This is an optimization exercise on Yosys and OpenROAD, whose aim is a short achievable clock period, not a production implementation.
Where RTL was checked, it was by simulation tests only, not by an equivalence proof against the original.
Only the layout flow was run in run 4; the RTL was not checked for function there.
Power is estimated from default activity; no workload was simulated.

[run.sh]
#!/bin/bash
# synth_recipe.tcl (not shown) runs the flow's synth.tcl, then flattens the netlist and writes it again
# the make line also repeats each setting of config.mk as NAME=value (left out here)
make -C /OpenROAD-flow-scripts/flow DESIGN_CONFIG=/design/flow/config.mk WORK_HOME=/design/flow/orfs CLKGATE_MAP_FILE= SYNTH_SCRIPT=/design/flow/synth_recipe.tcl finish
[constraint.sdc]
create_clock -name core_clock -period 30.0 [get_ports {clk}]
set_input_delay 6.0000 -clock core_clock [delete_from_list [all_inputs] [get_ports {clk}]]
set_output_delay 6.0000 -clock core_clock [all_outputs]
set_load 0.01 [all_outputs]
[design.v]
module trace_pack (
    input  wire        clk,
    input  wire        rst,
    input  wire        instruction_valid,
    input  wire        branch_taken,
    input  wire        trap,
    input  wire        is_return,
    input  wire        is_indirect_jump,
    input  wire        retire_valid,
    input  wire        writeback_valid,
    input  wire        breakpoint_valid,
    output wire        flush,           
    output wire [2:0]  pending,
    output wire        nsq,             
    output reg  [1:0]  rr,              
    output wire        wb               
);
    reg [2:0] pending_seq;
    assign nsq = instruction_valid &
                 (trap | is_return | is_indirect_jump | branch_taken);
    assign wb  = retire_valid & writeback_valid;
    wire interesting = nsq | breakpoint_valid | wb;
    wire plain       = instruction_valid & ~interesting;
    always @* begin
        if (trap)                  rr = 2'd0;
        else if (is_return)        rr = 2'd1;
        else if (is_indirect_jump) rr = 2'd2;
        else                       rr = 2'd3;
    end
    assign flush   = ((pending_seq != 3'd0) & interesting) |
                     ((pending_seq == 3'd7) & plain);
    assign pending = pending_seq;
    always @(posedge clk) begin
        if (rst)
            pending_seq <= 3'd0;
        else if (interesting)
            pending_seq <= 3'd0;
        else if (plain)
            pending_seq <= (pending_seq == 3'd7) ? 3'd1 : pending_seq + 3'd1;
    end
endmodule
module trace_encode (
    input  wire        flush,
    input  wire [2:0]  pending,
    input  wire        nsq,
    input  wire [1:0]  rr,
    input  wire        wb,
    input  wire        bkpt_valid,
    input  wire [3:0]  bkpt,
    input  wire [31:0] branch_target,
    input  wire [4:0]  writeback_register,
    input  wire [31:0] writeback_value,
    output reg  [4:0]  count,
    output reg  [63:0] nybble_data
);
    wire [36:0] wbv = {writeback_value, writeback_register};
    function [2:0] nbytes;
        input [39:0] v;
        begin
            if (v[39:32] != 8'd0)      nbytes = 3'd5;
            else if (v[31:24] != 8'd0) nbytes = 3'd4;
            else if (v[23:16] != 8'd0) nbytes = 3'd3;
            else if (v[15:8] != 8'd0)  nbytes = 3'd2;
            else if (v[7:0] != 8'd0)   nbytes = 3'd1;
            else                       nbytes = 3'd0;
        end
    endfunction
    wire [2:0] k_pc = nbytes({8'd0, branch_target});
    wire [2:0] k_wb = nbytes({3'd0, wbv});
    wire        dv = nsq | wb;
    wire [2:0]  k  = nsq ? k_pc : (wb ? k_wb : 3'd0);
    wire [47:0] blk = nsq ? {8'd0, branch_target, 1'b0, k_pc, 4'hC} :
                      wb  ? {3'd0, wbv, 1'b1, k_wb, 4'hC} : 48'd0;
    wire [3:0] seq_n  = {1'b0, pending};
    wire [3:0] nseq_n = {2'b10, rr};
    wire [7:0] bk_n   = {bkpt, 4'hD};
    always @* begin
        case ({flush, nsq, bkpt_valid})
            3'b000: nybble_data = {16'd0, blk};
            3'b001: nybble_data = {8'd0, blk, bk_n};
            3'b010: nybble_data = {12'd0, blk, nseq_n};
            3'b011: nybble_data = {4'd0, blk, bk_n, nseq_n};
            3'b100: nybble_data = {12'd0, blk, seq_n};
            3'b101: nybble_data = {4'd0, blk, bk_n, seq_n};
            3'b110: nybble_data = {8'd0, blk, nseq_n, seq_n};
            default: nybble_data = {blk, bk_n, nseq_n, seq_n};
        endcase
        count = {4'd0, flush} + {4'd0, nsq} + {3'd0, bkpt_valid, 1'b0} +
                (dv ? {1'b0, k, 1'b0} + 5'd2 : 5'd0);
    end
endmodule
module trace_decode (
    input  wire [63:0] window,
    input  wire [4:0]  avail,             
    output reg         ok,
    output reg  [1:0]  fault,             
    output reg  [4:0]  consumed,
    output reg         seq_valid,
    output reg  [2:0]  seq,
    output reg         branch_taken,
    output reg         trap,
    output reg         is_return,
    output reg         is_indirect_jump,
    output reg         pc_valid,
    output reg  [31:0] program_counter,
    output reg         writeback_valid,
    output reg  [4:0]  writeback_register,
    output reg  [31:0] writeback_value,
    output reg         breakpoint_valid,
    output reg  [3:0]  breakpoint_reason
);
    wire [3:0] s [0:15];
    genvar g;
    generate
        for (g = 0; g < 16; g = g + 1) begin : g_nyb
            assign s[g] = window[4*g +: 4];
        end
    endgenerate
    wire [17:0] ge;
    generate
        for (g = 0; g < 18; g = g + 1) begin : g_ge
            assign ge[g] = (avail >= g);
        end
    endgenerate
    wire s0_zero = (s[0] == 4'h0);
    wire s0_res  = (s[0][3:1] == 3'b111);
    wire a       = ~s[0][3] & (s[0][2:0] != 3'd0);      
    wire n0      = (s[0][3:2] == 2'b10);                 
    wire n1      = (s[1][3:2] == 2'b10) & ge[2];         
    wire [2:0] dd;                                       
    wire [4:0] cc;                                       
    generate
        for (g = 0; g < 3; g = g + 1) begin : g_d
            assign dd[g] = (s[g] == 4'hD) & ge[g+1];
        end
        for (g = 0; g < 5; g = g + 1) begin : g_c
            assign cc[g] = (s[g] == 4'hC) & ge[g+1];
        end
    endgenerate
    wire p1_0 = ~a & ~n0;
    wire p1_1 = (~a & n0) | (a & ~n1);
    wire p1_2 = a & n1;
    wire [4:0] p2;
    assign p2[0] = p1_0 & ~dd[0];
    assign p2[1] = p1_1 & ~dd[1];
    assign p2[2] = (p1_2 & ~dd[2]) | (p1_0 & dd[0]);
    assign p2[3] = p1_1 & dd[1];
    assign p2[4] = p1_2 & dd[2];
    wire bk_trunc = (p1_0 & dd[0] & ~ge[2]) | (p1_1 & dd[1] & ~ge[3]) |
                    (p1_2 & dd[2] & ~ge[4]);
    reg  [4:0] dsel;         
    reg  [4:0] d_short;      
    reg  [4:0] d_badlen;     
    reg  [4:0] d_trunc;      
    reg  [4:0] d_pc;         
    reg  [4:0] d_wb;         
    reg  [4:0] nodata;       
    reg  [2:0] k_p [0:4];
    reg  [4:0] len_p [0:4];  
    reg  [5:0] kb_p [0:4];   
    integer p, b;
    always @* begin
        for (p = 0; p < 5; p = p + 1) begin
            k_p[p]      = s[p+1][2:0];
            dsel[p]     = p2[p] & cc[p];
            nodata[p]   = p2[p] & ~cc[p];
            d_short[p]  = ~ge[p+2];
            d_badlen[p] = (k_p[p] > 3'd5);
            d_trunc[p]  = 1'b1;
            len_p[p]    = 5'd0;
            case (k_p[p])
                3'd0: begin d_trunc[p] = ~ge[p+2];  len_p[p] = p + 2;  end
                3'd1: begin d_trunc[p] = ~ge[p+4];  len_p[p] = p + 4;  end
                3'd2: begin d_trunc[p] = ~ge[p+6];  len_p[p] = p + 6;  end
                3'd3: begin d_trunc[p] = ~ge[p+8];  len_p[p] = p + 8;  end
                3'd4: begin d_trunc[p] = ~ge[p+10]; len_p[p] = p + 10; end
                3'd5: begin d_trunc[p] = ~ge[p+12]; len_p[p] = p + 12; end
                default: begin d_trunc[p] = 1'b0; len_p[p] = 5'd0; end
            endcase
            for (b = 0; b < 6; b = b + 1)
                kb_p[p][b] = (k_p[p] > b);
            d_pc[p] = dsel[p] & ~s[p+1][3];
            d_wb[p] = dsel[p] &  s[p+1][3];
        end
    end
    wire f_trunc = bk_trunc |
                   (|(dsel & d_short)) |
                   (|(dsel & ~d_short & ~d_badlen & d_trunc));
    wire f_bad   = |(dsel & ~d_short & d_badlen);
    wire parse = ge[1] & ~s0_zero & ~s0_res;
    always @* begin
        if (~ge[1]) begin
            ok = 1'b0; fault = 2'd0;
        end else if (s0_zero) begin
            ok = 1'b1; fault = 2'd0;
        end else if (s0_res) begin
            ok = 1'b0; fault = 2'd1;
        end else if (bk_trunc | f_trunc) begin
            ok = 1'b0; fault = 2'd2;
        end else if (f_bad) begin
            ok = 1'b0; fault = 2'd3;
        end else begin
            ok = 1'b1; fault = 2'd0;
        end
        consumed = 5'd0;
        if (ge[1] & s0_zero)
            consumed = 5'd1;
        else if (parse & ~bk_trunc & ~f_trunc & ~f_bad) begin
            for (p = 0; p < 5; p = p + 1) begin
                if (nodata[p]) consumed = consumed | p;
                if (dsel[p])   consumed = consumed | len_p[p];
            end
        end
        seq_valid        = a;
        seq              = a ? s[0][2:0] : 3'd0;
        trap             = 1'b0;
        is_return        = 1'b0;
        is_indirect_jump = 1'b0;
        branch_taken     = 1'b0;
        if (~a & n0) begin
            trap             = (s[0][1:0] == 2'd0);
            is_return        = (s[0][1:0] == 2'd1);
            is_indirect_jump = (s[0][1:0] == 2'd2);
            branch_taken     = (s[0][1:0] == 2'd3);
        end
        if (a & n1) begin
            trap             = (s[1][1:0] == 2'd0);
            is_return        = (s[1][1:0] == 2'd1);
            is_indirect_jump = (s[1][1:0] == 2'd2);
            branch_taken     = (s[1][1:0] == 2'd3);
        end
        breakpoint_valid  = (p1_0 & dd[0]) | (p1_1 & dd[1]) | (p1_2 & dd[2]);
        breakpoint_reason = ({4{p1_0 & dd[0]}} & s[1]) |
                            ({4{p1_1 & dd[1]}} & s[2]) |
                            ({4{p1_2 & dd[2]}} & s[3]);
        pc_valid           = |d_pc;
        writeback_valid    = |d_wb;
        program_counter    = 32'd0;
        writeback_register = 5'd0;
        writeback_value    = 32'd0;
        for (p = 0; p < 5; p = p + 1) begin
            for (b = 0; b < 32; b = b + 1) begin
                program_counter[b] = program_counter[b] |
                    (d_pc[p] & kb_p[p][b/8] & window[4*(p+2) + b]);
            end
            for (b = 0; b < 5; b = b + 1) begin
                writeback_register[b] = writeback_register[b] |
                    (d_wb[p] & kb_p[p][b/8] & window[4*(p+2) + b]);
            end
            for (b = 0; b < 32; b = b + 1) begin
                if (4*(p+2) + b + 5 < 64)
                    writeback_value[b] = writeback_value[b] |
                        (d_wb[p] & kb_p[p][(b+5)/8] & window[4*(p+2) + b + 5]);
            end
        end
    end
endmodule
module trace_codec (
    input  wire        clk,
    input  wire        rst,
    input  wire        instruction_valid,
    input  wire        branch_taken,
    input  wire [31:0] branch_target,
    input  wire        trap,
    input  wire        is_return,
    input  wire        is_indirect_jump,
    input  wire        retire_valid,
    input  wire        writeback_valid,
    input  wire [4:0]  writeback_register,
    input  wire [31:0] writeback_value,
    input  wire        breakpoint_valid,
    input  wire [3:0]  breakpoint_reason,
    output reg  [4:0]  enc_count,
    output reg  [63:0] enc_data,
    input  wire [63:0] dec_window,
    input  wire [4:0]  dec_avail,
    output reg         dec_ok,
    output reg  [1:0]  dec_fault,
    output reg  [4:0]  dec_consumed,
    output reg         dec_seq_valid,
    output reg  [2:0]  dec_seq,
    output reg         dec_branch_taken,
    output reg         dec_trap,
    output reg         dec_is_return,
    output reg         dec_is_indirect_jump,
    output reg         dec_pc_valid,
    output reg  [31:0] dec_program_counter,
    output reg         dec_writeback_valid,
    output reg  [4:0]  dec_writeback_register,
    output reg  [31:0] dec_writeback_value,
    output reg         dec_breakpoint_valid,
    output reg  [3:0]  dec_breakpoint_reason
);
    wire        p_flush, p_nsq, p_wb;
    wire [2:0]  p_pending;
    wire [1:0]  p_rr;
    trace_pack u_pack (
        .clk                (clk),
        .rst                (rst),
        .instruction_valid  (instruction_valid),
        .branch_taken       (branch_taken),
        .trap               (trap),
        .is_return          (is_return),
        .is_indirect_jump   (is_indirect_jump),
        .retire_valid       (retire_valid),
        .writeback_valid    (writeback_valid),
        .breakpoint_valid   (breakpoint_valid),
        .flush              (p_flush),
        .pending            (p_pending),
        .nsq                (p_nsq),
        .rr                 (p_rr),
        .wb                 (p_wb)
    );
    wire [4:0]  e_count;
    wire [63:0] e_data;
    trace_encode u_encode (
        .flush              (p_flush),
        .pending            (p_pending),
        .nsq                (p_nsq),
        .rr                 (p_rr),
        .wb                 (p_wb),
        .bkpt_valid         (breakpoint_valid),
        .bkpt               (breakpoint_reason),
        .branch_target      (branch_target),
        .writeback_register (writeback_register),
        .writeback_value    (writeback_value),
        .count              (e_count),
        .nybble_data        (e_data)
    );
    wire        d_ok, d_seq_valid, d_branch_taken, d_trap, d_is_return, d_is_indirect_jump;
    wire        d_pc_valid, d_writeback_valid, d_breakpoint_valid;
    wire [1:0]  d_fault;
    wire [4:0]  d_consumed, d_writeback_register;
    wire [2:0]  d_seq;
    wire [31:0] d_program_counter, d_writeback_value;
    wire [3:0]  d_breakpoint_reason;
    trace_decode u_decode (
        .window             (dec_window),
        .avail              (dec_avail),
        .ok                 (d_ok),
        .fault              (d_fault),
        .consumed           (d_consumed),
        .seq_valid          (d_seq_valid),
        .seq                (d_seq),
        .branch_taken       (d_branch_taken),
        .trap               (d_trap),
        .is_return          (d_is_return),
        .is_indirect_jump   (d_is_indirect_jump),
        .pc_valid           (d_pc_valid),
        .program_counter    (d_program_counter),
        .writeback_valid    (d_writeback_valid),
        .writeback_register (d_writeback_register),
        .writeback_value    (d_writeback_value),
        .breakpoint_valid   (d_breakpoint_valid),
        .breakpoint_reason  (d_breakpoint_reason)
    );
    always @(posedge clk) begin
        if (rst) begin
            enc_count              <= 5'd0;
            enc_data               <= 64'd0;
            dec_ok                 <= 1'b0;
            dec_fault              <= 2'd0;
            dec_consumed           <= 5'd0;
            dec_seq_valid          <= 1'b0;
            dec_seq                <= 3'd0;
            dec_branch_taken       <= 1'b0;
            dec_trap               <= 1'b0;
            dec_is_return          <= 1'b0;
            dec_is_indirect_jump   <= 1'b0;
            dec_pc_valid           <= 1'b0;
            dec_program_counter    <= 32'd0;
            dec_writeback_valid    <= 1'b0;
            dec_writeback_register <= 5'd0;
            dec_writeback_value    <= 32'd0;
            dec_breakpoint_valid   <= 1'b0;
            dec_breakpoint_reason  <= 4'd0;
        end else begin
            enc_count              <= e_count;
            enc_data               <= e_data;
            dec_ok                 <= d_ok;
            dec_fault              <= d_fault;
            dec_consumed           <= d_consumed;
            dec_seq_valid          <= d_seq_valid;
            dec_seq                <= d_seq;
            dec_branch_taken       <= d_branch_taken;
            dec_trap               <= d_trap;
            dec_is_return          <= d_is_return;
            dec_is_indirect_jump   <= d_is_indirect_jump;
            dec_pc_valid           <= d_pc_valid;
            dec_program_counter    <= d_program_counter;
            dec_writeback_valid    <= d_writeback_valid;
            dec_writeback_register <= d_writeback_register;
            dec_writeback_value    <= d_writeback_value;
            dec_breakpoint_valid   <= d_breakpoint_valid;
            dec_breakpoint_reason  <= d_breakpoint_reason;
        end
    end
endmodule
[config.mk]
export PLATFORM = sky130hd
export DESIGN_NAME = trace_codec
export DESIGN_NICKNAME = trace_codec
export VERILOG_FILES = /design/flow/design.v
export SDC_FILE = /design/flow/constraint.sdc
export NUM_CORES = 4
export LEC_CHECK = 0
export CAP_MARGIN = 20
export CORE_MARGIN = 2
export CORE_UTILIZATION = 40
export SLEW_MARGIN = 20
==> results of run 1 <==
==> logic make-up (layout without fill, tap and decap cells) <==
kind of cell | count (synthesis) | in the layout | share of synthesized area [%]
other | 1 | 7 | 0.0393
AND/OR/NAND/NOR | 493 | 493 | 25.1
AO/OA/AOI/OAI | 411 | 411 | 31.9
adder cells (fa/ha/maj) | 15 | 15 | 1.99
multiplexers | 8 | 8 | 1.23
buffers and inverters | 132 | 371 | 5.63
flip-flops | 161 | 161 | 33.8
XOR/XNOR | 4 | 4 | 0.367
==> power by group <==
part / internal, mW / total (mW) / switching, mW
combinational: 0.0474 / 0.116 / 0.0683
sequential: 0.221 / 0.224 / 0.00252
clock: 0.134 / 0.236 / 0.101
total: 0.403 / 0.575 / 0.172
==> state kept, by name (all words and copies together), names as in the netlist, 2 cells and up <==
register,count
dec_breakpoint_reason,4
dec_writeback_register,5
dec_fault,2
dec_program_counter,32
u_pack.pending_seq,3
dec_writeback_value,32
dec_seq,3
enc_count,5
dec_consumed,5
enc_data,61
==> synth_stat cells, drive strengths merged (4+ instances only) <==
master,number
a32o,5
dfxtp,161
a222oi,53
inv,17
nand2b,13
clkbuf,61
o211ai,8
a22o,4
buf,53
o21ai,25
a32oi,5
a2111oi,7
nand3,50
nor4,25
o22ai,5
a31oi,74
ha,12
nand4,7
and2,9
mux2i,5
a21oi,67
a211oi,8
a22oi,110
a221oi,7
a311oi,6
or4,4
a221o,4
nor3,38
nor2b,16
nor3b,4
nor2,87
nand2,215
and3,8
==> metal layers <==
| metal | vias up | track usage [%] | wire length [um] | part of all wire, % |
|---|---|---|---|---|
| met2 | 807 | 46.9 | 17600 | 42 |
| met4 | 0 | 9.44 | 923 | 2.2 |
| met1 | 5400 | 47.7 | 18100 | 43 |
| met5 | - | 0 | 0 | 0 |
| li1 | 5143 | - | - | - |
| met3 | 78 | 8.98 | 5310 | 13 |
==> final timing paths <==
kind,endpoint,slack [ns],cells after the start
max,dec_program_counter[23],20.26,7
min,enc_data[2],0.57,2
max reg2reg,enc_count[3],26.38,12
min reg2reg,enc_data[2],0.57,2
==> through the flow <==
step                utilization (%)  worst slack, ns
floorplan                         -            21.55
global placement               54.0            19.91
detailed placement             54.0            19.91
CTS                            56.7            20.34
global route                   56.7            20.02
finish                         56.7            20.26
==> worst max-delay path, cell delays in order <==
cell and delay, ns:
sky130_fd_sc_hd__clkdlybuf4s50_1 1.02, sky130_fd_sc_hd__o41ai_2 0.26, sky130_fd_sc_hd__nor4_4 0.59, sky130_fd_sc_hd__nand4_1 0.93, sky130_fd_sc_hd__nor3_2 0.91, sky130_fd_sc_hd__a22oi_1 0.14
sky130_fd_sc_hd__a21oi_1 0.23
==> cell type report <==
| type | count | share of cell area [%] |
|---|---|---|
| repair buffers | 321 | 23.8 |
| multi-input cells | 938 | 43.8 |
| flip-flops and latches | 161 | 24.2 |
| inverters | 18 | 0.508 |
| well taps | 319 | 3.00 |
| clock inverters | 14 | 1.45 |
| clock buffers | 18 | 3.22 |
==> impl_metrics.ini, run 1 <==
[outcome]
outcome = timing/DRC/antenna clean

[floorplan]
height_of_the_chip_um = 159
die_area_sq_mm = 0.0251
rows = 56
start_util_pct = 40.7
die_x_um = 159
core_region_area_sq_mm = 0.0235
io-pin-count = 313

[yosys]
netlist.area_leader.share_pct = 33.8
synth.largest_area_cell = sky130_fd_sc_hd__dfxtp_1
synth.distinct_cells = 83
asr_flop_ratio_synth_pct = 0
ys_dominant_reg_cell = sky130_fd_sc_hd__dfxtp_1
synth_cells = 1225
synthesis.area_sq_mm = 0.00955
synth_area_leaders = sky130_fd_sc_hd__dfxtp_1 (34%), sky130_fd_sc_hd__a22oi_1 (8.6%), sky130_fd_sc_hd__nand2_1 (8.5%), sky130_fd_sc_hd__a222oi_1 (5.6%), sky130_fd_sc_hd__a31oi_1 (4.8%)
ys.warnings.count = 7
ys_ff_latch = 161
syn_avg_cell_area_sq_um = 7.80
synth_seq_area_share_pct = 33.8
synth_edf_count = 0

[place]
port_buffers = 306
placed_area_sq_mm = 0.0127
hpwl_after_detailed_placement_um = 30000
cell_count_after_placement = 1757
gp_congestion = 0.966

[clock_tree]
post-cts-setup-buffer-count = 0
post_cts_resize_count = 0
hold_fix_buffers_at_cts = 0
worst_skew_pair.late_latency_ns = 0.44
clock_tree.root_cell = sky130_fd_sc_hd__clkbuf_16
cts_buffer_depth = 2
cts.htree.levels = 4
cts_buf_count = 17
worst_setup_hold_path_clk_slew_ns = 0.07
clock_sink_count = 161
cts_tree = yes

[routing]
num_vias = 11428
number_of_drc_violations_after_detailed_routing_iteration_0 = 1748
vias_per_cell = 6.39
drt.antenna.violating_nets = 0
remaining_drc_errors = 0
detailedRoute.firstPassIterationCount = 11
wl_per_cell_um = 23.5
wirelength_um = 42000

[layout]
post_layout_nonfiller_instances = 1789
stdcell_area_sq_mm = 0.0133
combined_area_of_the_multi_input_logic_cells_sq_mm = 0.00583
sequential_cell_area_sq_mm = 0.00322
flow.area_growth_from_synthesis_pct = 39.4
post_route_cells_drive_above_1_share_pct = 5.65
inserted_diodes = 0
most-common-layout-cells = sky130_fd_sc_hd__clkdlybuf4s50_1 (305), sky130_fd_sc_hd__nand2_1 (215), sky130_fd_sc_hd__dfxtp_1 (161)
design.final.nets = 1622
most_frequent_standard_cell_in_the_layout_excluding_fill_and_tap_cells = sky130_fd_sc_hd__clkdlybuf4s50_1
fill_cells = 2193

[timing]
setup_viol = 0
finClkSkew_ns = 0.0129
unrepaired_setup_endpoints_after_global_routing = no
setup_total_negative_slack_ns = 0
timing.final.crit_period_ns = 9.74
maxSlewViolCount = 0
tightest_slew_ns = 1.13
hold_viol = 0
max-slew-margin-rel_pct = 23.8
min_period_over_period_pct = 32.5
worst_hold_slack_ns = 0.567
fmax_ghz = 0.103

[setup_path]
critPathArrivalTime_ns = 10.10
worstReg2RegStart = u_pack.pending_seq[0]
cp_endpoint_kind = flop
worstSetupStartpointType = input port
worst-path-max-fanout = 20
crit_type = in2reg
critPathRequiredTime_ns = 30.36
critical_path.startpoint = dec_avail[3]

[power_and_ir_drop]
powerDensity_mw_per_mm2 = 43.2
total_power_uw = 575
cellLeakagePower_nw = 4.42
ir_worst_vdd_mv = 0.0340

[grt]
global_route_wire_length_before_repair_um = 63100
track_usage_pct = 32.7
grt_antenna_before_repair = 0
grt_start_max_net_pins = 58
globalRoute.totalOverflow = 0
first_global_vias = 10764

[hold_path]
holdCritPathClass = reg2reg
hold_path_startpoint = u_pack.pending_seq[2]

[run]
maxCapViolations = 0
==> run 2: changes to the inputs <==
==> flow/run.sh (new file) <==
#!/bin/bash
# Standard ORFS layout of the design, at the design's clock and constraints,
# with timing repair asked to keep a large setup margin: at the design's
# period the paths already meet timing, so without a margin repair_timing
# leaves the critical path as synthesis mapped it.
set -euo pipefail
cd "$(dirname "$0")/.."
bash standard.sh SETUP_SLACK_MARGIN=24 finish > flow_make.log 2>&1
==> standard.sh (new file) <==
#!/bin/bash
# synth_recipe.tcl (not shown) runs the flow's synth.tcl, then flattens the netlist and writes it again
# the make line also repeats each setting of config.mk as NAME=value (left out here)
make -C /OpenROAD-flow-scripts/flow DESIGN_CONFIG=/design/flow/config.mk WORK_HOME=/design/flow/orfs CLKGATE_MAP_FILE= SYNTH_SCRIPT=/design/flow/synth_recipe.tcl "${@:-finish}"
removed: run.sh
==> run 2 against run 1 <==
Register-to-register slack better by 0.74 ns. Still clean on timing, DRC and antenna. Sequential share of layout area decreased by 5.2 points. Die area stayed put. Largest cell class unchanged. Critical endpoint is now enc_data[22]. Design area increased by 36%. Core utilization increased by 20 points. Highest routed layer unchanged. Critical path type unchanged. Largest power group is now sequential cells.
==> impl_metrics.ini, run 2 <==
[timing]
max-slew-margin-rel_pct = 40.8
worst_hold_slack_ns = 0.563
setup_viol = 0
hold_viol = 0
fmax_ghz = 0.125
unrepaired_setup_endpoints_after_global_routing = yes
timing.final.crit_period_ns = 8.00
tightest_slew_ns = 0.888
post-route-worst-setup-slack_ns = 22.00
min_period_over_period_pct = 26.7
maxSlewViolCount = 0
finClkSkew_ns = 0.00841
setup_total_negative_slack_ns = 0

[yosys]
most_common_cell_in_the_synthesized_netlist = sky130_fd_sc_hd__nand2_1
ys_ff_latch = 161
netlist.area_leader.share_pct = 33.8
synth_fa_ha_area_share_pct = 1.99
synth.area.mux_share_pct = 1.23
synth_edf_count = 0
asr_flop_ratio_synth_pct = 0
synth_top_family_by_area = compound AO/OA/AOI/OAI gates
synth_xor_area_share_pct = 0.367
synth.distinct_cells = 83
synth_cells = 1225
synth.largest_area_cell = sky130_fd_sc_hd__dfxtp_1
syn_avg_cell_area_sq_um = 7.80
synth_compound_gate_area_share_pct = 31.9
ys_dominant_reg_cell = sky130_fd_sc_hd__dfxtp_1
fraction_of_the_mapped_netlist_area_in_simple_logic_gates_pct = 25.1
synth_seq_area_share_pct = 33.8
ys.warnings.count = 7
synthesis.area_sq_mm = 0.00955
synth_area_leaders = sky130_fd_sc_hd__dfxtp_1 (34%), sky130_fd_sc_hd__a22oi_1 (8.6%), sky130_fd_sc_hd__nand2_1 (8.5%), sky130_fd_sc_hd__a222oi_1 (5.6%), sky130_fd_sc_hd__a31oi_1 (4.8%)
synth_common_cells = sky130_fd_sc_hd__nand2_1 (215), sky130_fd_sc_hd__dfxtp_1 (161), sky130_fd_sc_hd__a22oi_1 (110)

[routing]
detailedRoute.firstPassIterationCount = 15
number_of_drc_violations_after_detailed_routing_iteration_0 = 2431
wl_per_cell_um = 26.2
drt.antenna.violating_nets = 0
remaining_drc_errors = 0
wirelength_um = 52100
vias_per_cell = 6.76
num_vias = 13459

[layout]
post_route_cells_drive_above_1_share_pct = 53.0
largest_register_ff_count = 61
registers.top_by_ff_count = enc_data
flow.area_growth_from_synthesis_pct = 88.9
sequential_cell_area_sq_mm = 0.00342
design.final.nets = 1823
most_frequent_standard_cell_in_the_layout_excluding_fill_and_tap_cells = sky130_fd_sc_hd__buf_6
registers_with_the_most_flip_flops = enc_data (61), dec_program_counter (32), dec_writeback_value (32)
combined_area_of_the_multi_input_logic_cells_sq_mm = 0.00762
fill_cells = 1561
most-common-layout-cells = sky130_fd_sc_hd__buf_6 (234), sky130_fd_sc_hd__nand2_1 (162), sky130_fd_sc_hd__dfxtp_2 (155)

[setup_path]
critical_path.startpoint = is_indirect_jump
worst-path-max-fanout = 6
crit_path_cell_trace = buf_8 > o41ai_4 > buf_12 > buf_12 > inv_16 > buf_6 > a2111oi_4 > buf_4 > buf_6 > buf_8 > a22oi_1 > a31oi_1
crit_type = in2reg
worstSetupStartpointType = input port
critPathMaxStageDelay_ns = 0.48
critPathArrivalTime_ns = 8.27
critPathRequiredTime_ns = 30.27
rr_worst_depth = 11
worstReg2RegStart = u_pack.pending_seq[1]
cp_endpoint_kind = flop
crit_path_top_delay_cell = sky130_fd_sc_hd__a31oi_1

[power_and_ir_drop]
power.switching_uw = 203
seq_power_share_pct = 36.3
cell_internal_pwr_uw = 422
ir_worst_vdd_mv = 0.0338
powerDensity_mw_per_mm2 = 34.6
power.combinational.fraction_pct = 28.3
power_switching_share_pct = 32.4
cellLeakagePower_nw = 6.84
clock_power_share_pct = 35.4

[grt]
grt.met2_usage_pct = 59.6
first_global_vias = 12547
grt.met1_usage_pct = 49.8
global_route_hottest_layer = met2
grt_antenna_before_repair = 2
grt_start_max_net_pins = 68
globalRoute.totalOverflow = 0
track_usage_pct = 38.5
grtUsageMet3_pct = 9.34
global_route_wire_length_before_repair_um = 73800

[place]
port_buffers = 306
post_place_worst_slack_ns = 19.66
hpwl_after_detailed_placement_um = 29700
gp_congestion = 0.976

[floorplan]
start_util_pct = 40.7
die_x_um = 159
core_region_area_sq_mm = 0.0235
rows = 56
die_area_sq_mm = 0.0251
io-pin-count = 313
height_of_the_chip_um = 159

[clock_tree]
cts_tree = yes
worst_setup_hold_path_clk_slew_ns = 0.07
clock_tree.root_cell = sky130_fd_sc_hd__clkbuf_16
cts.htree.levels = 4
clock_sink_count = 161
cts_buffer_depth = 2
worst_skew_pair.late_latency_ns = 0.44
hold_fix_buffers_at_cts = 0
cts_buf_count = 17

[outcome]
outcome = timing/DRC/antenna clean

[hold_path]
holdCritPathClass = reg2reg
hold_path_startpoint = u_pack.pending_seq[1]
whs_path_depth = 2

[run]
maxCapViolations = 0
-- run 2: timing repair --
item,in CTS,in global routing
gates resized for setup,1444,125
cloned,25,2
buffers inserted,128,49
setup endpoints to repair,315,315
pin swaps,202,147
-- run 2: final cells by class --
type | instances | area share (%)
flip-flops and latches | 161 | 19.0
inverters | 18 | 0.472
repair buffers | 514 | 32.7
well taps | 319 | 2.21
clock buffers | 19 | 2.45
multi-input cells | 944 | 42.2
clock inverters | 13 | 0.818
repair inverters | 2 | 0.111
diodes | 2 | 0.0277
-- run 2: cells by family (layout without fill, tap and decap cells) --
family / Yosys count / count (layout)
fa+ha+maj: 15 / 15
compound gates: 411 / 411
buf+inv: 132 / 566
flops: 161 / 161
other cells: 1 / 9
mux: 8 / 8
xor+xnor: 4 / 4
simple gates: 493 / 499
-- run 2: routing by layer --
layer	vias up	wire, um
met2	1331	23200
li1	5582	-
met1	6200	18200
met5	-	0
met4	0	3560
met3	346	7130
-- run 2: worst paths after layout --
path	slack, ns	end
worst max-delay path	22.00	enc_data[22]
worst min-delay path	0.56	enc_data[1]
worst max register to register	27.12	enc_data[22]
worst min register to register	0.56	enc_data[1]
-- run 2: worst max-delay path: cells and delay by family --
kind	cells	cell delay, ns
AOI/OAI and AO/OA	4	1.30
buffers and inverters	8	0.96
-- run 2: metrics by stage --
stage / std cells / util, % / instance area [sq um] / power [mW]
3_5_place_dp: 1754 / 56.1 / 13200 / 0.343
2_1_floorplan: 1231 / - / 10200 / 0.288
3_3_place_gp: 1754 / 56.0 / 13200 / 0.344
4_1_cts: 1939 / 72.5 / 17000 / 0.605
6_report: 1992 / 76.9 / 18000 / 0.625
5_1_grt: 1992 / 76.9 / 18000 / 0.640
-- run 2: power by group through the flow --
| stage | registers (mW) | logic, mW | clock network (mW) |
|---|---|---|---|
| CTS | 0.227 | 0.156 | 0.222 |
| global route | 0.227 | 0.181 | 0.232 |
| floorplan | 0.233 | 0.0550 | 0 |
| finish | 0.227 | 0.177 | 0.221 |
| detailed placement | 0.230 | 0.113 | 0 |
| global placement | 0.230 | 0.113 | 0 |
==> run 3: changes to the inputs <==
--- a/design.v
+++ b/design.v
@@ -67,10 +67,27 @@
     endfunction
     wire [2:0] k_pc = nbytes({8'd0, branch_target});
     wire [2:0] k_wb = nbytes({3'd0, wbv});
-    wire        dv = nsq | wb;
-    wire [2:0]  k  = nsq ? k_pc : (wb ? k_wb : 3'd0);
     wire [47:0] blk = nsq ? {8'd0, branch_target, 1'b0, k_pc, 4'hC} :
                       wb  ? {3'd0, wbv, 1'b1, k_wb, 4'hC} : 48'd0;
+    wire [4:0] nz_pc, nz_wb;
+    assign nz_pc[4] = 1'b0;
+    assign nz_pc[3] = |branch_target[31:24];
+    assign nz_pc[2] = |branch_target[31:16];
+    assign nz_pc[1] = |branch_target[31:8];
+    assign nz_pc[0] = |branch_target;
+    assign nz_wb[4] = |wbv[36:32];
+    assign nz_wb[3] = |wbv[36:24];
+    assign nz_wb[2] = |wbv[36:16];
+    assign nz_wb[1] = |wbv[36:8];
+    assign nz_wb[0] = |wbv;
+    wire [6:0] mh_pc = {nz_pc[4], nz_pc[3] & ~nz_pc[4], nz_pc[2] & ~nz_pc[3],
+                        nz_pc[1] & ~nz_pc[2], nz_pc[0] & ~nz_pc[1], ~nz_pc[0], 1'b0};
+    wire [6:0] mh_wb = {nz_wb[4], nz_wb[3] & ~nz_wb[4], nz_wb[2] & ~nz_wb[3],
+                        nz_wb[1] & ~nz_wb[2], nz_wb[0] & ~nz_wb[1], ~nz_wb[0], 1'b0};
+    wire [6:0] mh = nsq ? mh_pc : wb ? mh_wb : 7'b0000001;
+    wire       fn = flush & nsq;
+    wire [2:0] eh = {fn & bkpt_valid, fn ^ bkpt_valid, ~fn & ~bkpt_valid};
+    integer e, m;
     wire [3:0] seq_n  = {1'b0, pending};
     wire [3:0] nseq_n = {2'b10, rr};
     wire [7:0] bk_n   = {bkpt, 4'hD};
@@ -85,8 +102,11 @@
             3'b110: nybble_data = {8'd0, blk, nseq_n, seq_n};
             default: nybble_data = {blk, bk_n, nseq_n, seq_n};
         endcase
-        count = {4'd0, flush} + {4'd0, nsq} + {3'd0, bkpt_valid, 1'b0} +
-                (dv ? {1'b0, k, 1'b0} + 5'd2 : 5'd0);
+        count[0] = flush ^ nsq;
+        count[4:1] = 4'd0;
+        for (e = 0; e < 3; e = e + 1)
+            for (m = 0; m < 7; m = m + 1)
+                if (eh[e] & mh[m]) count[4:1] = count[4:1] | (e + m);
     end
 endmodule
 module trace_decode (
@@ -127,89 +147,92 @@
     wire a       = ~s[0][3] & (s[0][2:0] != 3'd0);      
     wire n0      = (s[0][3:2] == 2'b10);                 
     wire n1      = (s[1][3:2] == 2'b10) & ge[2];         
-    wire [2:0] dd;                                       
     wire [4:0] cc;                                       
     generate
-        for (g = 0; g < 3; g = g + 1) begin : g_d
-            assign dd[g] = (s[g] == 4'hD) & ge[g+1];
-        end
         for (g = 0; g < 5; g = g + 1) begin : g_c
             assign cc[g] = (s[g] == 4'hC) & ge[g+1];
         end
     endgenerate
-    wire p1_0 = ~a & ~n0;
-    wire p1_1 = (~a & n0) | (a & ~n1);
-    wire p1_2 = a & n1;
-    wire [4:0] p2;
-    assign p2[0] = p1_0 & ~dd[0];
-    assign p2[1] = p1_1 & ~dd[1];
-    assign p2[2] = (p1_2 & ~dd[2]) | (p1_0 & dd[0]);
-    assign p2[3] = p1_1 & dd[1];
-    assign p2[4] = p1_2 & dd[2];
-    wire bk_trunc = (p1_0 & dd[0] & ~ge[2]) | (p1_1 & dd[1] & ~ge[3]) |
-                    (p1_2 & dd[2] & ~ge[4]);
-    reg  [4:0] dsel;         
-    reg  [4:0] d_short;      
-    reg  [4:0] d_badlen;     
-    reg  [4:0] d_trunc;      
+    wire n1u  = (s[1][3:2] == 2'b10);
+    wire q1_0 = ~a & ~n0;
+    wire q1_1 = (~a & n0) | (a & ~n1u);
+    wire q1_2 = a & n1u;
+    wire [2:0] du;
+    assign du[0] = (s[0] == 4'hD);
+    assign du[1] = (s[1] == 4'hD);
+    assign du[2] = (s[2] == 4'hD);
+    wire [4:0] q2;
+    assign q2[0] = q1_0 & ~du[0];
+    assign q2[1] = q1_1 & ~du[1];
+    assign q2[2] = (q1_2 & ~du[2]) | (q1_0 & du[0]);
+    assign q2[3] = q1_1 & du[1];
+    assign q2[4] = q1_2 & du[2];
+    wire bk_trunc = (q1_0 & du[0] & ~ge[2]) |
+                    (q1_1 & du[1] & ge[2] & ~ge[3]) |
+                    (q1_2 & du[2] & ge[3] & ~ge[4]);
+    reg  [4:0] v_ok;
+    reg  [1:0] v_fault [0:4];
+    reg  [4:0] v_cons  [0:4];
     reg  [4:0] d_pc;         
     reg  [4:0] d_wb;         
-    reg  [4:0] nodata;       
     reg  [2:0] k_p [0:4];
-    reg  [4:0] len_p [0:4];  
     reg  [5:0] kb_p [0:4];   
+    reg        fits;
     integer p, b;
     always @* begin
         for (p = 0; p < 5; p = p + 1) begin
-            k_p[p]      = s[p+1][2:0];
-            dsel[p]     = p2[p] & cc[p];
-            nodata[p]   = p2[p] & ~cc[p];
-            d_short[p]  = ~ge[p+2];
-            d_badlen[p] = (k_p[p] > 3'd5);
-            d_trunc[p]  = 1'b1;
-            len_p[p]    = 5'd0;
+            k_p[p] = s[p+1][2:0];
             case (k_p[p])
-                3'd0: begin d_trunc[p] = ~ge[p+2];  len_p[p] = p + 2;  end
-                3'd1: begin d_trunc[p] = ~ge[p+4];  len_p[p] = p + 4;  end
-                3'd2: begin d_trunc[p] = ~ge[p+6];  len_p[p] = p + 6;  end
-                3'd3: begin d_trunc[p] = ~ge[p+8];  len_p[p] = p + 8;  end
-                3'd4: begin d_trunc[p] = ~ge[p+10]; len_p[p] = p + 10; end
-                3'd5: begin d_trunc[p] = ~ge[p+12]; len_p[p] = p + 12; end
-                default: begin d_trunc[p] = 1'b0; len_p[p] = 5'd0; end
+                3'd0: fits = ge[p+2];
+                3'd1: fits = ge[p+4];
+                3'd2: fits = ge[p+6];
+                3'd3: fits = ge[p+8];
+                3'd4: fits = ge[p+10];
+                3'd5: fits = ge[p+12];
+                default: fits = 1'b0;
             endcase
+            if (~ge[p+1]) begin
+                v_ok[p] = 1'b1; v_fault[p] = 2'd0; v_cons[p] = avail;
+            end else if (s[p] != 4'hC) begin
+                v_ok[p] = 1'b1; v_fault[p] = 2'd0; v_cons[p] = p;
+            end else if (~ge[p+2]) begin
+                v_ok[p] = 1'b0; v_fault[p] = 2'd2; v_cons[p] = 5'd0;
+            end else if (k_p[p] > 3'd5) begin
+                v_ok[p] = 1'b0; v_fault[p] = 2'd3; v_cons[p] = 5'd0;
+            end else if (~fits) begin
+                v_ok[p] = 1'b0; v_fault[p] = 2'd2; v_cons[p] = 5'd0;
+            end else begin
+                v_ok[p] = 1'b1; v_fault[p] = 2'd0;
+                v_cons[p] = p + 2 + {k_p[p], 1'b0};
+            end
             for (b = 0; b < 6; b = b + 1)
                 kb_p[p][b] = (k_p[p] > b);
-            d_pc[p] = dsel[p] & ~s[p+1][3];
-            d_wb[p] = dsel[p] &  s[p+1][3];
+            d_pc[p] = q2[p] & cc[p] & ~s[p+1][3];
+            d_wb[p] = q2[p] & cc[p] &  s[p+1][3];
         end
     end
-    wire f_trunc = bk_trunc |
-                   (|(dsel & d_short)) |
-                   (|(dsel & ~d_short & ~d_badlen & d_trunc));
-    wire f_bad   = |(dsel & ~d_short & d_badlen);
-    wire parse = ge[1] & ~s0_zero & ~s0_res;
+    reg [4:0] sel_cons;
+    reg [1:0] sel_fault;
+    reg       sel_ok;
     always @* begin
+        sel_ok    = 1'b0;
+        sel_fault = 2'd0;
+        sel_cons  = 5'd0;
+        for (p = 0; p < 5; p = p + 1) begin
+            sel_ok    = sel_ok    | (q2[p] & v_ok[p]);
+            sel_fault = sel_fault | ({2{q2[p]}} & v_fault[p]);
+            sel_cons  = sel_cons  | ({5{q2[p]}} & v_cons[p]);
+        end
         if (~ge[1]) begin
-            ok = 1'b0; fault = 2'd0;
+            ok = 1'b0; fault = 2'd0; consumed = 5'd0;
         end else if (s0_zero) begin
-            ok = 1'b1; fault = 2'd0;
+            ok = 1'b1; fault = 2'd0; consumed = 5'd1;
         end else if (s0_res) begin
-            ok = 1'b0; fault = 2'd1;
-        end else if (bk_trunc | f_trunc) begin
-            ok = 1'b0; fault = 2'd2;
-        end else if (f_bad) begin
-            ok = 1'b0; fault = 2'd3;
+            ok = 1'b0; fault = 2'd1; consumed = 5'd0;
+        end else if (bk_trunc) begin
+            ok = 1'b0; fault = 2'd2; consumed = 5'd0;
         end else begin
-            ok = 1'b1; fault = 2'd0;
-        end
-        consumed = 5'd0;
-        if (ge[1] & s0_zero)
-            consumed = 5'd1;
-        else if (parse & ~bk_trunc & ~f_trunc & ~f_bad) begin
-            for (p = 0; p < 5; p = p + 1) begin
-                if (nodata[p]) consumed = consumed | p;
-                if (dsel[p])   consumed = consumed | len_p[p];
-            end
+            ok = sel_ok; fault = sel_fault; consumed = sel_cons;
         end
         seq_valid        = a;
         seq              = a ? s[0][2:0] : 3'd0;
@@ -229,10 +252,10 @@
             is_indirect_jump = (s[1][1:0] == 2'd2);
             branch_taken     = (s[1][1:0] == 2'd3);
         end
-        breakpoint_valid  = (p1_0 & dd[0]) | (p1_1 & dd[1]) | (p1_2 & dd[2]);
-        breakpoint_reason = ({4{p1_0 & dd[0]}} & s[1]) |
-                            ({4{p1_1 & dd[1]}} & s[2]) |
-                            ({4{p1_2 & dd[2]}} & s[3]);
+        breakpoint_valid  = (q1_0 & du[0]) | (q1_1 & du[1] & ge[2]) | (q1_2 & du[2] & ge[3]);
+        breakpoint_reason = ({4{q1_0 & du[0]}} & s[1]) |
+                            ({4{q1_1 & du[1] & ge[2]}} & s[2]) |
+                            ({4{q1_2 & du[2] & ge[3]}} & s[3]);
         pc_valid           = |d_pc;
         writeback_valid    = |d_wb;
         program_counter    = 32'd0;
==> run 3 against run 2 <==
Still clean on timing, DRC and antenna. Count of clock-buffer cells in the layout fell by 1. Sequential power barely moved. Clock skew rose by 0.0052 ns. Critical path type unchanged.
==> impl_metrics.ini, run 3 <==
[setup_path]
crit_type = in2reg
worst-path-max-fanout = 8
worstSetupStartpointType = input port
critPathArrivalTime_ns = 8.08
cp_endpoint_kind = flop
critPathRequiredTime_ns = 30.34

[clock_tree]
cts_buffer_depth = 2
cts_buf_count = 17
cts_tree = yes
worst_skew_pair.late_latency_ns = 0.44
worst_setup_hold_path_clk_slew_ns = 0.08
clock_sink_count = 161
clock_tree.root_cell = sky130_fd_sc_hd__clkbuf_16
cts.htree.levels = 4

[place]
port_buffers = 306
post_place_worst_slack_ns = 20.29
placed_area_sq_mm = 0.0143
hpwl_after_detailed_placement_um = 33900
gp_congestion = 0.962

[timing]
max-slew-margin-rel_pct = 28.9
timing.final.crit_period_ns = 7.73
tightest_slew_ns = 1.07
fmax_ghz = 0.129
min_period_over_period_pct = 25.8
post-route-worst-setup-slack_ns = 22.27
setup_total_negative_slack_ns = 0
worst_hold_slack_ns = 0.483
unrepaired_setup_endpoints_after_global_routing = yes
finClkSkew_ns = 0.0136
hold_viol = 0
maxSlewViolCount = 0
setup_viol = 0

[grt]
first_global_vias = 13079
grt_start_max_net_pins = 42
grt_antenna_before_repair = 3
globalRoute.totalOverflow = 0
global_route_wire_length_before_repair_um = 80500
track_usage_pct = 38.9

[yosys]
ys.warnings.count = 8
synth_cells = 1319
most_common_cell_in_the_synthesized_netlist = sky130_fd_sc_hd__dfxtp_1
synth_edf_count = 0
synth_area_leaders = sky130_fd_sc_hd__dfxtp_1 (31%), sky130_fd_sc_hd__a22oi_1 (7.5%), sky130_fd_sc_hd__a21oi_1 (5.5%), sky130_fd_sc_hd__a222oi_1 (5.0%), sky130_fd_sc_hd__nand2_1 (4.7%)
synthesis.area_sq_mm = 0.0103
synth.largest_area_cell = sky130_fd_sc_hd__dfxtp_1
ys_ff_latch = 161
synth_seq_area_share_pct = 31.2
synth.distinct_cells = 88
syn_avg_cell_area_sq_um = 7.83
asr_flop_ratio_synth_pct = 0
ys_dominant_reg_cell = sky130_fd_sc_hd__dfxtp_1
netlist.area_leader.share_pct = 31.2
synth_common_cells = sky130_fd_sc_hd__dfxtp_1 (161), sky130_fd_sc_hd__nand2_1 (129), sky130_fd_sc_hd__nor2_1 (116)

[floorplan]
io-pin-count = 313
start_util_pct = 40.9
rows = 58
die_area_sq_mm = 0.0271
die_x_um = 165
height_of_the_chip_um = 165
core_region_area_sq_mm = 0.0253

[routing]
remaining_drc_errors = 0
num_vias = 14490
wirelength_um = 57600
vias_per_cell = 6.88
wl_per_cell_um = 27.3
detailedRoute.firstPassIterationCount = 13
number_of_drc_violations_after_detailed_routing_iteration_0 = 2544
drt.antenna.violating_nets = 0

[layout]
stdcell_area_sq_mm = 0.0193
largest_register_ff_count = 61
most_frequent_standard_cell_in_the_layout_excluding_fill_and_tap_cells = sky130_fd_sc_hd__buf_6
flow.area_growth_from_synthesis_pct = 87.4
registers_with_the_most_flip_flops = enc_data (61), dec_program_counter (32), dec_writeback_value (32)
post_route_cells_drive_above_1_share_pct = 55.0
registers.top_by_ff_count = enc_data
most-common-layout-cells = sky130_fd_sc_hd__buf_6 (220), sky130_fd_sc_hd__dfxtp_2 (155), sky130_fd_sc_hd__buf_4 (131)
design.final.nets = 1943

[power_and_ir_drop]
ir_worst_vdd_mv = 0.0241
cellLeakagePower_nw = 7.29
powerDensity_mw_per_mm2 = 33.0

[hold_path]
holdCritPathClass = reg2reg

[run]
maxCapViolations = 0

[outcome]
outcome = timing/DRC/antenna clean
[run 3: cell types whose count changed in the layout (fill, tap and decap cells not counted), moves of 14 or more]
cell and delta:
sky130_fd_sc_hd__nand2_1 -51, sky130_fd_sc_hd__a21oi_2 +17, sky130_fd_sc_hd__nor2_1 +28, sky130_fd_sc_hd__a22oi_1 -22, sky130_fd_sc_hd__nand3_1 -26, sky130_fd_sc_hd__o21ai_0 +16
sky130_fd_sc_hd__buf_4 +36, sky130_fd_sc_hd__nand2_4 -15, sky130_fd_sc_hd__a22oi_2 +15, sky130_fd_sc_hd__a31oi_1 -29, sky130_fd_sc_hd__buf_6 -14, sky130_fd_sc_hd__a21oi_1 +27
sky130_fd_sc_hd__nand2_2 -17
[run 3: layout make-up]
cell class / count / area [sq um]
repair buffers: 532 / 5980
inverters: 36 / 179
multi-input cells: 1012 / 8770
clock buffers: 18 / 429
fillers: 1699 / 5910
diodes: 3 / 7.51
flip-flops and latches: 161 / 3430
clock inverters: 14 / 146
well taps: 330 / 413
[run 3: worst paths after layout]
check,from,slack [ns],endpoint,cells after the start
setup / recovery,branch_taken,22.27,enc_data[43],14
hold reg to reg,u_pack.pending_seq[1],0.48,enc_data[1],2
hold / removal,u_pack.pending_seq[1],0.48,enc_data[1],2
setup reg to reg,u_pack.pending_seq[0],27.54,enc_data[48],13
[run 3: where the power goes]
group / internal [mW] / switching (mW) / total [mW]
registers: 0.222 / 0.00395 / 0.226
logic: 0.0851 / 0.106 / 0.191
clock network: 0.111 / 0.111 / 0.222
[run 3: metal layers]
layer  track usage [%]  wire length, um  part of all wire, %
met5                 0                0                    0
met4              17.0             3110                  5.4
met3              10.5             8210                   14
met2              56.9            24600                   43
met1              53.5            21600                   38
[run 3: logic make-up (layout without fill, tap and decap cells)]
kind of cell,count (synthesis),after routing,synth area share (%)
xor+xnor,1,1,0.0848
flops,161,161,31.2
mux,5,5,0.497
buf+inv,152,600,6.25
simple gates,435,435,20.7
fa+ha+maj,31,31,3.76
compound gates,533,533,37.5
other cells,1,10,0.0363
[run 3: stage by stage]
stage,total power [mW],util (%),instances
detailed placement,0.361,56.7,1860
CTS,0.616,70.8,2039
global route,0.654,76.6,2106
floorplan,0.303,-,1325
finish,0.639,76.6,2106
global placement,0.361,56.7,1860
[run 3: worst max-delay path: stages]
cell,delay [ns]
sky130_fd_sc_hd__buf_6,0.09
sky130_fd_sc_hd__o41ai_4,0.41
sky130_fd_sc_hd__buf_12,0.18
sky130_fd_sc_hd__inv_8,0.06
sky130_fd_sc_hd__buf_16,0.15
sky130_fd_sc_hd__nand2_4,0.06
sky130_fd_sc_hd__buf_8,0.13
sky130_fd_sc_hd__o21ai_2,0.07
sky130_fd_sc_hd__buf_8,0.15
sky130_fd_sc_hd__nor2_4,0.24
sky130_fd_sc_hd__buf_4,0.17
sky130_fd_sc_hd__buf_6,0.08
sky130_fd_sc_hd__nand2_1,0.05
sky130_fd_sc_hd__a221oi_2,0.22
[run 3: timing repair]
action / 4_1_cts / 5_1_grt
cloned: 15 / 2
buffers inserted: 132 / 62
hold buffers: 0 / 0
hold endpoints to repair: 0 / 0
setup endpoints to repair: 315 / 315
pin swaps: 211 / 165
gates resized for setup: 1331 / 215
==> run 4: changes to the inputs <==
--- a/design.v
+++ b/design.v
@@ -54,21 +54,7 @@
     output reg  [63:0] nybble_data
 );
     wire [36:0] wbv = {writeback_value, writeback_register};
-    function [2:0] nbytes;
-        input [39:0] v;
-        begin
-            if (v[39:32] != 8'd0)      nbytes = 3'd5;
-            else if (v[31:24] != 8'd0) nbytes = 3'd4;
-            else if (v[23:16] != 8'd0) nbytes = 3'd3;
-            else if (v[15:8] != 8'd0)  nbytes = 3'd2;
-            else if (v[7:0] != 8'd0)   nbytes = 3'd1;
-            else                       nbytes = 3'd0;
-        end
-    endfunction
-    wire [2:0] k_pc = nbytes({8'd0, branch_target});
-    wire [2:0] k_wb = nbytes({3'd0, wbv});
-    wire [47:0] blk = nsq ? {8'd0, branch_target, 1'b0, k_pc, 4'hC} :
-                      wb  ? {3'd0, wbv, 1'b1, k_wb, 4'hC} : 48'd0;
+    wire        pnz = (pending != 3'd0);
     wire [4:0] nz_pc, nz_wb;
     assign nz_pc[4] = 1'b0;
     assign nz_pc[3] = |branch_target[31:24];
@@ -80,33 +66,63 @@
     assign nz_wb[2] = |wbv[36:16];
     assign nz_wb[1] = |wbv[36:8];
     assign nz_wb[0] = |wbv;
+    wire [2:0] k_pc = {nz_pc[3], nz_pc[1] & ~nz_pc[3],
+                       (nz_pc[0] & ~nz_pc[1]) | (nz_pc[2] & ~nz_pc[3])};
+    wire [2:0] k_wb = {nz_wb[3], nz_wb[1] & ~nz_wb[3],
+                       (nz_wb[0] & ~nz_wb[1]) | (nz_wb[2] & ~nz_wb[3]) | nz_wb[4]};
     wire [6:0] mh_pc = {nz_pc[4], nz_pc[3] & ~nz_pc[4], nz_pc[2] & ~nz_pc[3],
                         nz_pc[1] & ~nz_pc[2], nz_pc[0] & ~nz_pc[1], ~nz_pc[0], 1'b0};
     wire [6:0] mh_wb = {nz_wb[4], nz_wb[3] & ~nz_wb[4], nz_wb[2] & ~nz_wb[3],
                         nz_wb[1] & ~nz_wb[2], nz_wb[0] & ~nz_wb[1], ~nz_wb[0], 1'b0};
-    wire [6:0] mh = nsq ? mh_pc : wb ? mh_wb : 7'b0000001;
-    wire       fn = flush & nsq;
-    wire [2:0] eh = {fn & bkpt_valid, fn ^ bkpt_valid, ~fn & ~bkpt_valid};
-    integer e, m;
+    wire [47:0] blk_pc = {8'd0, branch_target, 1'b0, k_pc, 4'hC};
+    wire [47:0] blk_wb = {3'd0, wbv, 1'b1, k_wb, 4'hC};
+    wire [4:0] x, y;
+    assign x[0] = 1'b0;
+    assign x[1] = nsq & ~pnz & ~bkpt_valid;
+    assign x[2] = nsq &  pnz & ~bkpt_valid;
+    assign x[3] = nsq & ~pnz &  bkpt_valid;
+    assign x[4] = nsq &  pnz &  bkpt_valid;
+    assign y[0] = ~nsq & wb & ~pnz & ~bkpt_valid;
+    assign y[1] = ~nsq & wb &  pnz & ~bkpt_valid;
+    assign y[2] = ~nsq & wb & ~pnz &  bkpt_valid;
+    assign y[3] = ~nsq & wb &  pnz &  bkpt_valid;
+    assign y[4] = 1'b0;
     wire [3:0] seq_n  = {1'b0, pending};
     wire [3:0] nseq_n = {2'b10, rr};
     wire [7:0] bk_n   = {bkpt, 4'hD};
+    wire [2:0] eh = {pnz & bkpt_valid, pnz ^ bkpt_valid, ~pnz & ~bkpt_valid};
+    reg  [63:0] body;
+    reg  [15:0] head;
+    reg  [4:0]  c_pc, c_wb, c_no;
+    integer o, e, m;
     always @* begin
+        body = 64'd0;
+        for (o = 0; o < 5; o = o + 1)
+            body = body | ({64{x[o]}} & ({16'd0, blk_pc} << (4 * o)))
+                        | ({64{y[o]}} & ({16'd0, blk_wb} << (4 * o)));
         case ({flush, nsq, bkpt_valid})
-            3'b000: nybble_data = {16'd0, blk};
-            3'b001: nybble_data = {8'd0, blk, bk_n};
-            3'b010: nybble_data = {12'd0, blk, nseq_n};
-            3'b011: nybble_data = {4'd0, blk, bk_n, nseq_n};
-            3'b100: nybble_data = {12'd0, blk, seq_n};
-            3'b101: nybble_data = {4'd0, blk, bk_n, seq_n};
-            3'b110: nybble_data = {8'd0, blk, nseq_n, seq_n};
-            default: nybble_data = {blk, bk_n, nseq_n, seq_n};
+            3'b000: head = 16'd0;
+            3'b001: head = {8'd0, bk_n};
+            3'b010: head = {12'd0, nseq_n};
+            3'b011: head = {4'd0, bk_n, nseq_n};
+            3'b100: head = {12'd0, seq_n};
+            3'b101: head = {4'd0, bk_n, seq_n};
+            3'b110: head = {8'd0, nseq_n, seq_n};
+            default: head = {bk_n, nseq_n, seq_n};
         endcase
-        count[0] = flush ^ nsq;
-        count[4:1] = 4'd0;
-        for (e = 0; e < 3; e = e + 1)
-            for (m = 0; m < 7; m = m + 1)
-                if (eh[e] & mh[m]) count[4:1] = count[4:1] | (e + m);
+        nybble_data = body | {48'd0, head};
+        c_pc[0] = ~pnz;                          
+        c_pc[4:1] = 4'd0;
+        c_wb[0] = pnz;                           
+        c_wb[4:1] = 4'd0;
+        for (m = 1; m < 7; m = m + 1) begin
+            for (e = 0; e < 3; e = e + 1)
+                if (mh_pc[m] & eh[e]) c_pc[4:1] = c_pc[4:1] | (m + e);
+            if (mh_wb[m] & ~bkpt_valid) c_wb[4:1] = c_wb[4:1] | m;
+            if (mh_wb[m] &  bkpt_valid) c_wb[4:1] = c_wb[4:1] | (m + 1);
+        end
+        c_no = {3'd0, bkpt_valid, flush};        
+        count = nsq ? c_pc : (wb ? c_wb : c_no);
     end
 endmodule
 module trace_decode (
@@ -136,12 +152,25 @@
             assign s[g] = window[4*g +: 4];
         end
     endgenerate
+    function ge_c;
+        input [4:0] a;
+        input [4:0] m;
+        integer i;
+        reg r;
+        begin
+            r = 1'b1;
+            for (i = 0; i < 5; i = i + 1)
+                r = m[i] ? (a[i] & r) : (a[i] | r);
+            ge_c = r;
+        end
+    endfunction
     wire [17:0] ge;
     generate
-        for (g = 0; g < 18; g = g + 1) begin : g_ge
-            assign ge[g] = (avail >= g);
+        for (g = 0; g < 17; g = g + 1) begin : g_ge
+            assign ge[g] = ge_c(avail, g);
         end
     endgenerate
+    assign ge[17] = 1'b0;
     wire s0_zero = (s[0] == 4'h0);
     wire s0_res  = (s[0][3:1] == 3'b111);
     wire a       = ~s[0][3] & (s[0][2:0] != 3'd0);      
@@ -167,6 +196,18 @@
     assign q2[2] = (q1_2 & ~du[2]) | (q1_0 & du[0]);
     assign q2[3] = q1_1 & du[1];
     assign q2[4] = q1_2 & du[2];
+    wire [4:0] c_u;
+    generate
+        for (g = 0; g < 5; g = g + 1) begin : g_cu
+            assign c_u[g] = (s[g] == 4'hC);
+        end
+    endgenerate
+    wire [4:0] dp;
+    assign dp[0] = c_u[0];
+    assign dp[1] = (a | n0) & c_u[1];
+    assign dp[2] = ((a & n1u) | du[0]) & c_u[2];
+    assign dp[3] = (a | n0) & du[1] & c_u[3];
+    assign dp[4] = a & n1u & du[2] & c_u[4];
     wire bk_trunc = (q1_0 & du[0] & ~ge[2]) |
                     (q1_1 & du[1] & ge[2] & ~ge[3]) |
                     (q1_2 & du[2] & ge[3] & ~ge[4]);
@@ -178,18 +219,19 @@
     reg  [2:0] k_p [0:4];
     reg  [5:0] kb_p [0:4];   
     reg        fits;
+    reg  [4:0] len;
     integer p, b;
     always @* begin
         for (p = 0; p < 5; p = p + 1) begin
             k_p[p] = s[p+1][2:0];
             case (k_p[p])
-                3'd0: fits = ge[p+2];
-                3'd1: fits = ge[p+4];
-                3'd2: fits = ge[p+6];
-                3'd3: fits = ge[p+8];
-                3'd4: fits = ge[p+10];
-                3'd5: fits = ge[p+12];
-                default: fits = 1'b0;
+                3'd0: begin fits = ge[p+2];  len = p + 2;  end
+                3'd1: begin fits = ge[p+4];  len = p + 4;  end
+                3'd2: begin fits = ge[p+6];  len = p + 6;  end
+                3'd3: begin fits = ge[p+8];  len = p + 8;  end
+                3'd4: begin fits = ge[p+10]; len = p + 10; end
+                3'd5: begin fits = ge[p+12]; len = p + 12; end
+                default: begin fits = 1'b0;  len = 5'd0;   end
             endcase
             if (~ge[p+1]) begin
                 v_ok[p] = 1'b1; v_fault[p] = 2'd0; v_cons[p] = avail;
@@ -197,18 +239,18 @@
                 v_ok[p] = 1'b1; v_fault[p] = 2'd0; v_cons[p] = p;
             end else if (~ge[p+2]) begin
                 v_ok[p] = 1'b0; v_fault[p] = 2'd2; v_cons[p] = 5'd0;
-            end else if (k_p[p] > 3'd5) begin
+            end else if (k_p[p][2] & k_p[p][1]) begin     
                 v_ok[p] = 1'b0; v_fault[p] = 2'd3; v_cons[p] = 5'd0;
             end else if (~fits) begin
                 v_ok[p] = 1'b0; v_fault[p] = 2'd2; v_cons[p] = 5'd0;
             end else begin
                 v_ok[p] = 1'b1; v_fault[p] = 2'd0;
-                v_cons[p] = p + 2 + {k_p[p], 1'b0};
+                v_cons[p] = len;
             end
             for (b = 0; b < 6; b = b + 1)
-                kb_p[p][b] = (k_p[p] > b);
-            d_pc[p] = q2[p] & cc[p] & ~s[p+1][3];
-            d_wb[p] = q2[p] & cc[p] &  s[p+1][3];
+                kb_p[p][b] = ge_c({2'd0, k_p[p]}, b + 1);
+            d_pc[p] = dp[p] & ge[p+1] & ~s[p+1][3];
+            d_wb[p] = dp[p] & ge[p+1] &  s[p+1][3];
         end
     end
     reg [4:0] sel_cons;
--- a/flow/run.sh
+++ b/flow/run.sh
@@ -5,4 +5,4 @@
 # leaves the critical path as synthesis mapped it.
 set -euo pipefail
 cd "$(dirname "$0")/.."
-bash standard.sh SETUP_SLACK_MARGIN=24 finish > flow_make.log 2>&1
+bash standard.sh SETUP_SLACK_MARGIN=24 ADDER_MAP_FILE= ABC_DRIVER_CELL=sky130_fd_sc_hd__buf_8 finish > flow_make.log 2>&1
==> run 4 against run 3 <==
Hold slack better by 0.15 ns. Sequential cell count is 5 lower. Critical path type unchanged. Fmax is 2.7% higher. Synthesized area is 3.4% lower. First-iteration DRC count is 14% higher. Critical path depth is 6 lower. Sequential power is 4% lower. Global-route usage is 0.66 points higher. Clock skew hardly changed. Clock power hardly changed. Still clean on timing, DRC and antenna. Cell count hardly changed. Register-to-register slack worse by 0.31 ns.
==> impl_metrics.ini, run 4 <==
[layout]
most_frequent_standard_cell_in_the_layout_excluding_fill_and_tap_cells = sky130_fd_sc_hd__buf_6
registers.top_by_ff_count = enc_data
registers_with_the_most_flip_flops = enc_data (57), dec_program_counter (32), dec_writeback_value (32)
fill_cells = 1597
flow.area_growth_from_synthesis_pct = 89.2
largest_register_ff_count = 57
most-common-layout-cells = sky130_fd_sc_hd__buf_6 (247), sky130_fd_sc_hd__nand2_1 (164), sky130_fd_sc_hd__dfxtp_2 (150)
post_route_cells_drive_above_1_share_pct = 56.9
design.final.nets = 1922
final_util_pct = 77.4

[routing]
remaining_drc_errors = 0
detailedRoute.firstPassIterationCount = 13
vias_per_cell = 7.03
number_of_drc_violations_after_detailed_routing_iteration_0 = 2905
drt.antenna.violating_nets = 0
wirelength_um = 58100
num_vias = 14811
wl_per_cell_um = 27.6

[place]
gp_congestion = 0.946
port_buffers = 301
post_place_worst_slack_ns = 20.49
hpwl_after_detailed_placement_um = 32100

[timing]
setup_total_negative_slack_ns = 0
tightest_slew_ns = 0.847
setup_viol = 0
hold_viol = 0
post-route-worst-setup-slack_ns = 22.47
max-slew-margin-rel_pct = 43.5
finClkSkew_ns = 0.0140
min_period_over_period_pct = 25.1
unrepaired_setup_endpoints_after_global_routing = yes
worst_hold_slack_ns = 0.629
timing.final.crit_period_ns = 7.53
fmax_ghz = 0.133
maxSlewViolCount = 0

[grt]
global_route_wire_length_before_repair_um = 80700
grt_start_max_net_pins = 86
globalRoute.totalOverflow = 0
track_usage_pct = 39.6
first_global_vias = 13502
grt_antenna_before_repair = 3

[setup_path]
worst-path-max-fanout = 5
cpLargestDelayFamily = compound AO/OA/AOI/OAI gates
crit_type = in2reg
crit_path_top_delay_cell = sky130_fd_sc_hd__nor4_2
total_buffers_and_inverters_traversed_by_the_critical_path = 2
critPathRequiredTime_ns = 30.35
cp_endpoint_kind = flop
critPathMaxStageDelay_ns = 0.40
critPathArrivalTime_ns = 7.88
worstSetupStartpointType = input port
crit_path_cell_trace = dlygate4sd2_1 > nor4_2 > nand2_2 > buf_6 > a21oi_2 > o221ai_2 > a221o_1 > a21oi_1

[yosys]
synth_cells = 1302
asr_flop_ratio_synth_pct = 0
synth_edf_count = 0
syn_avg_cell_area_sq_um = 7.66
ys_dominant_reg_cell = sky130_fd_sc_hd__dfxtp_1
netlist.area_leader.share_pct = 31.3
ys.warnings.count = 8
synth_common_cells = sky130_fd_sc_hd__nand2_1 (194), sky130_fd_sc_hd__dfxtp_1 (156), sky130_fd_sc_hd__a22oi_1 (149)
synthesis.area_sq_mm = 0.00998
most_common_cell_in_the_synthesized_netlist = sky130_fd_sc_hd__nand2_1
ys_ff_latch = 156
synth.largest_area_cell = sky130_fd_sc_hd__dfxtp_1
synth.distinct_cells = 88
synth_seq_area_share_pct = 31.3
synth_area_leaders = sky130_fd_sc_hd__dfxtp_1 (31%), sky130_fd_sc_hd__a22oi_1 (11%), sky130_fd_sc_hd__nand2_1 (7.3%), sky130_fd_sc_hd__a31oi_1 (5.0%), sky130_fd_sc_hd__a21oi_1 (4.9%)

[floorplan]
height_of_the_chip_um = 162
die_x_um = 162
io-pin-count = 313
rows = 57
start_util_pct = 40.9
core_region_area_sq_mm = 0.0244
die_area_sq_mm = 0.0262

[power_and_ir_drop]
power_switching_share_pct = 34.7
ir_worst_vdd_mv = 0.0285
cell_internal_pwr_uw = 399
powerDensity_mw_per_mm2 = 32.4
seq_power_share_pct = 35.6
total_power_uw = 612
power.combinational.fraction_pct = 27.8
cellLeakagePower_nw = 6.95
power.switching_uw = 213
clock_power_share_pct = 36.5

[run]
maxCapViolations = 0

[clock_tree]
cts_buf_count = 17
cts_tree = yes
cts.htree.levels = 4
cts_buffer_depth = 2
clock_sink_count = 156
hold_fix_buffers_at_cts = 0
worst_skew_pair.late_latency_ns = 0.45
worst_setup_hold_path_clk_slew_ns = 0.08
clock_tree.root_cell = sky130_fd_sc_hd__clkbuf_16

[outcome]
outcome = timing/DRC/antenna clean

[hold_path]
holdCritPathClass = reg2reg
## run 4: kinds of logic (layout without fill, tap and decap cells)
logic type	count (synthesis)	count (layout)	synth area share (%)
compound gates	540	541	38.1
simple gates	465	468	23.5
flops	156	156	31.3
buf+inv	125	595	5.62
mux	10	10	1.03
xor+xnor	5	5	0.439
other cells	1	9	0.0376
## run 4: cell type report
cell class / count / area [sq um] / share of cell area, %
Antenna cell: 1 / 2.50 / 0.0133
Timing Repair Buffer: 550 / 6000 / 31.8
Inverter: 13 / 57.6 / 0.305
Clock buffer: 17 / 425 / 2.25
Clock inverter: 15 / 146 / 0.775
Sequential cell: 156 / 3310 / 17.6
Multi-Input combinational cell: 1032 / 8530 / 45.2
Tap cell: 324 / 405 / 2.15
## run 4: final timing paths
| path | from | end | slack [ns] | cells after the start |
|---|---|---|---|---|
| hold / removal | u_pack.pending_seq[1] | enc_data[1] | 0.63 | 2 |
| setup / recovery | branch_target[21] | enc_count[2] | 22.47 | 8 |
| hold reg to reg | u_pack.pending_seq[1] | enc_data[1] | 0.63 | 2 |
| setup reg to reg | u_pack.pending_seq[0] | enc_data[27] | 27.23 | 8 |
## run 4: stage by stage
step | instance area, sq um | cells
floorplan | 11000 | 1309
global placement | 13800 | 1834
detailed placement | 13800 | 1834
CTS | 17600 | 2043
global route | 18900 | 2108
finish | 18900 | 2108
## run 4: per-layer routing
| metal | routed length, um | up-vias | global-route usage, % |
|---|---|---|---|
| li1 | - | 6034 | - |
| met1 | 21100 | 6780 | 53.8 |
| met2 | 23900 | 1579 | 56.1 |
| met3 | 9490 | 414 | 13.6 |
| met4 | 3520 | 4 | 18.3 |
| met5 | 57 | - | 0 |
## run 4: what timing repair did
action / 4_1_cts / 5_1_grt
cloned: 17 / 4
setup endpoints to repair: 309 / 309
pin swaps: 218 / 163
setup buffers: 160 / 60
resized for setup: 1501 / 243
## run 4: worst min-delay path: stages (launching register included)
cell and delay, ns:
sky130_fd_sc_hd__dfxtp_1 0.39, sky130_fd_sc_hd__mux2i_1 0.15, sky130_fd_sc_hd__nor2_1 0.05
## run 4: power groups by stage
stage / clock network (mW) / registers [mW] / logic, mW
floorplan: 0 / 0.225 / 0.0500
global placement: 0 / 0.221 / 0.113
detailed placement: 0 / 0.222 / 0.113
CTS: 0.224 / 0.218 / 0.145
global route: 0.234 / 0.219 / 0.174
finish: 0.224 / 0.218 / 0.170

==> static timing again, ports no longer ideal <==
The flow's constraints put no driver on any port. The routed layouts listed below were extracted and timed again, unchanged, in two steps. Step 1 assumes that a clkbuf_16 drives the clock port and a buf_2 every other input. Step 2 times the ports against the registers' clock, not the clock port: input delays grow and output delays shrink by t, the midpoint of the rising clock arrivals with the driver on. a / b / c = ideal / step 1 / step 2; a / b = the first two.
| run | shift t [ns] | slack for setup (ns) |
|---|---|---|
| run 1 | 0.480 | 20.261 / 20.280 / 19.800 |
| run 2 | 0.483 | 22.005 / 22.012 / 21.528 |
| run 3 | 0.491 | 22.266 / 22.273 / 21.782 |
| run 4 | 0.498 | 22.468 / 22.491 / 21.993 |
After both steps setup and hold are still met in every run listed.
